This design comes from an exercise in tuning for small area, a short achievable clock period and few clock cycles on the open sky130 flow, not from production work. In this exercise RTL edits were held to simulation tests only and were not proved equivalent to the original. No activity file was given, so power comes from the tool's default toggle rates.

## main
Design balboa_codec, start of the top module:
module balboa_codec (
    input  wire       clk,
    input  wire       rst,
    input  wire       cmd_valid,
    output wire       cmd_ready,
    input  wire [3:0] cmd_op,
    input  wire [8:0] cmd_s,
    input  wire [8:0] cmd_n,
    input  wire [7:0] cmd_e,
    input  wire       cmd_d,
    input  wire [4:0] cmd_r,
    input  wire [7:0] cmd_o,
    input  wire [2:0] cmd_b,
    input  wire [3:0] cmd_w,
    input  wire [7:0] cmd_lid,
    output wire       done,
    output wire [2:0] st,
    output wire [7:0] ck,
    output wire       ckok,
    output wire [7:0] lid,
    input  wire       host_we,
    input  wire [7:0] host_addr,
    input  wire [7:0] host_wdata,
    output wire [7:0] host_rdata
);
    localparam FB_SIZE = 71;
    localparam PB_SIZE = 64;
    localparam NFR     = 32;
    localparam PB_PAR  = 24;    
    localparam ST_OK    = 3'd0;
    localparam ST_FRAME = 3'd1;
    localparam ST_CSUM  = 3'd2;
    localparam ST_SIZE  = 3'd3;
    localparam ST_UNK   = 3'd4;
    localparam ST_AMB   = 3'd5;
    localparam ST_ILL   = 3'd6;
    localparam OP_CK_COMPUTE = 4'd1;
  ...
Size in the first run: about 5900 cells after synthesis, ~1500 flip-flops, about 110 I/O pins, ~73000 um2 of cells after synthesis.
export LEC_CHECK = 0
export CAP_MARGIN = 20
export CORE_MARGIN = 2
export CORE_UTILIZATION = 40
export PLACE_DENSITY = 0.6
export SETUP_SLACK_MARGIN = 2.0
export SLEW_MARGIN = 20
create_clock -name core_clock -period 8.0 [get_ports {clk}]
run.sh (not shown) runs the stock make flow with config.mk's settings and CLKGATE_MAP_FILE= SYNTH_SCRIPT=/design/flow/synth_recipe.tcl, a recipe that flattens the netlist after the stock synthesis.
Testbench counts of main, summed over its fixed seeds: cycles 18,464.
Setup changes, main to the feature branch
--- a/flow/design.v
+++ b/flow/design.v
@@ -244,13 +244,13 @@
     wire [7:0]  us1      = lk_frame ? fb6 : pb1;
     wire [7:0]  us2      = lk_frame ? fb7 : pb2;
     reg        wb_we;
     reg  [7:0] wb_addr;
     reg  [7:0] wb_data;
     wire [7:0] fmask   = fld_mask(w_r);
-    wire [7:0] fld_get = (rdq >> b_r) & fmask;
+    wire [7:0] fld_get = (rdata >> b_r) & fmask;    
     wire [7:0] fld_put = (rdq & ~(fmask << b_r)) | ((tmp & fmask) << b_r);
     always @* begin
         wb_we   = 1'b0;
         wb_addr = wa;
         wb_data = rdq;
         if (!busy) begin
@@ -264,16 +264,17 @@
                 wb_data = host_wdata;
             end
         end else begin
             case (mode)
                 M_COPY: wb_we = rv;
                 M_ENC: begin
-                    wb_we = rv | (cnt == 7'd1);
+                    wb_we = 1'b1;
                     if (cnt == 7'd1) wb_data = r1;        
+                    else if (!rv)    wb_data = pb0;       
                 end
-                M_GET: begin wb_we = rv; wb_data = fld_get; end
+                M_GET: begin wb_we = 1'b1; wb_data = fld_get; end
                 M_PUT2: begin wb_we = 1'b1; wb_data = fld_put; end
                 default: ;
             endcase
         end
     end
     wire wb_fb = wb_we & (wb_addr[7] == 1'b0) & (wb_addr[6:0] < FB_SIZE);
@@ -371,13 +372,13 @@
                     mode <= M_CK;
                     ra   <= 8'd1;
                     cnt  <= flen - 7'd3;
                 end
                 OP_FRAME_ENC: begin
                     mode <= M_ENC;
-                    ra   <= 8'h80;
+                    ra   <= 8'h81;           
                     wa   <= 8'd5;
                     cnt  <= plen + 7'd1;
                 end
                 OP_FLD_GET: begin
                     mode <= M_GET;
                     ra   <= {2'b10, cmd_o[5:0]};
@@ -410,17 +411,15 @@
                     if (rv) begin
                         wa  <= wa + 8'd1;
                         cnt <= cnt - 7'd1;
                     end
                 end
                 M_ENC: begin
-                    ra <= ra + 8'd1;
-                    if (rv || cnt == 7'd1) begin
-                        wa  <= wa + 8'd1;
-                        cnt <= cnt - 7'd1;
-                    end
+                    ra  <= ra + 8'd1;
+                    wa  <= wa + 8'd1;
+                    cnt <= cnt - 7'd1;
                 end
                 M_PUT1: begin
                     if (!rv) ra <= wa;
                     else begin
                         tmp  <= rdq;
                         mode <= M_PUT2;
@@ -539,13 +538,13 @@
                 end
                 M_ENC: if (cnt == 7'd1) begin
                     ck_r <= r1;
                     flen <= plen + 7'd7;
                     st_r <= ST_OK; busy <= 1'b0; done_r <= 1'b1;
                 end
-                M_GET: if (rv) begin
+                M_GET: begin
                     st_r <= ST_OK; busy <= 1'b0; done_r <= 1'b1;
                 end
                 M_PUT2: begin
                     st_r <= ST_OK; busy <= 1'b0; done_r <= 1'b1;
                 end
                 default: ;
Notes after the runs:
Final worst hold slack delta (the feature branch − main): unfavourable
Between main and the feature branch, initial antenna violation count is lower for main, the feature branch comes in above that.
[the feature branch] met2 routing resource usage after global routing rose 8.0 points relative to main
Comparing share of cell area taken by flip-flops and latches for main and the feature branch, the smaller number came from the feature branch.
The slowest cell on the critical path comes out sky130_fd_sc_hd__a311oi_4 in one run and sky130_fd_sc_hd__mux4_2 in the other, namely in main and the feature branch respectively.
The feature branch: PASS, flow complete, no timing, DRC or antenna violations
Total stage count of the critical path for the feature branch: 5 down relative to main
Looking at final critical-path setup slack across main and the feature branch, the one that comes out higher is the feature branch.
Per the comparison of the feature branch with main, global-route usage over all layers now sits higher; share of total power in combinational logic went up by 3.0 points.
Testbench counts of the feature branch, summed over its fixed seeds: cycles 17,902.

==> static timing again, ports no longer ideal <==
How much do the figures lean on ideal ports? The routed layouts below were timed once more, with nothing changed but the port constraints. Step 1 assumes that a clkbuf_16 drives the clock port and a buf_2 every other input. Step 2, shift: input delay + t, output delay - t, t = (earliest + latest rising clock arrival at the registers) / 2. This alone moves slack from input paths to output paths. a / b / c = ideal / step 1 / step 2; a / b = the first two.
run | shift t [ns] | setup slack, ns | clock arrival spread, ns
main | 0.885 | 1.728 / 1.620 / 1.100 | 0.049 / 0.049
the feature branch | 0.927 | 1.911 / 1.753 / 1.054 | 0.068 / 0.068
After both steps setup and hold are still met in every run listed. The setup slack of the feature branch, which loses most, moves by -0.158 ns with the drivers and by -0.857 ns with both steps.
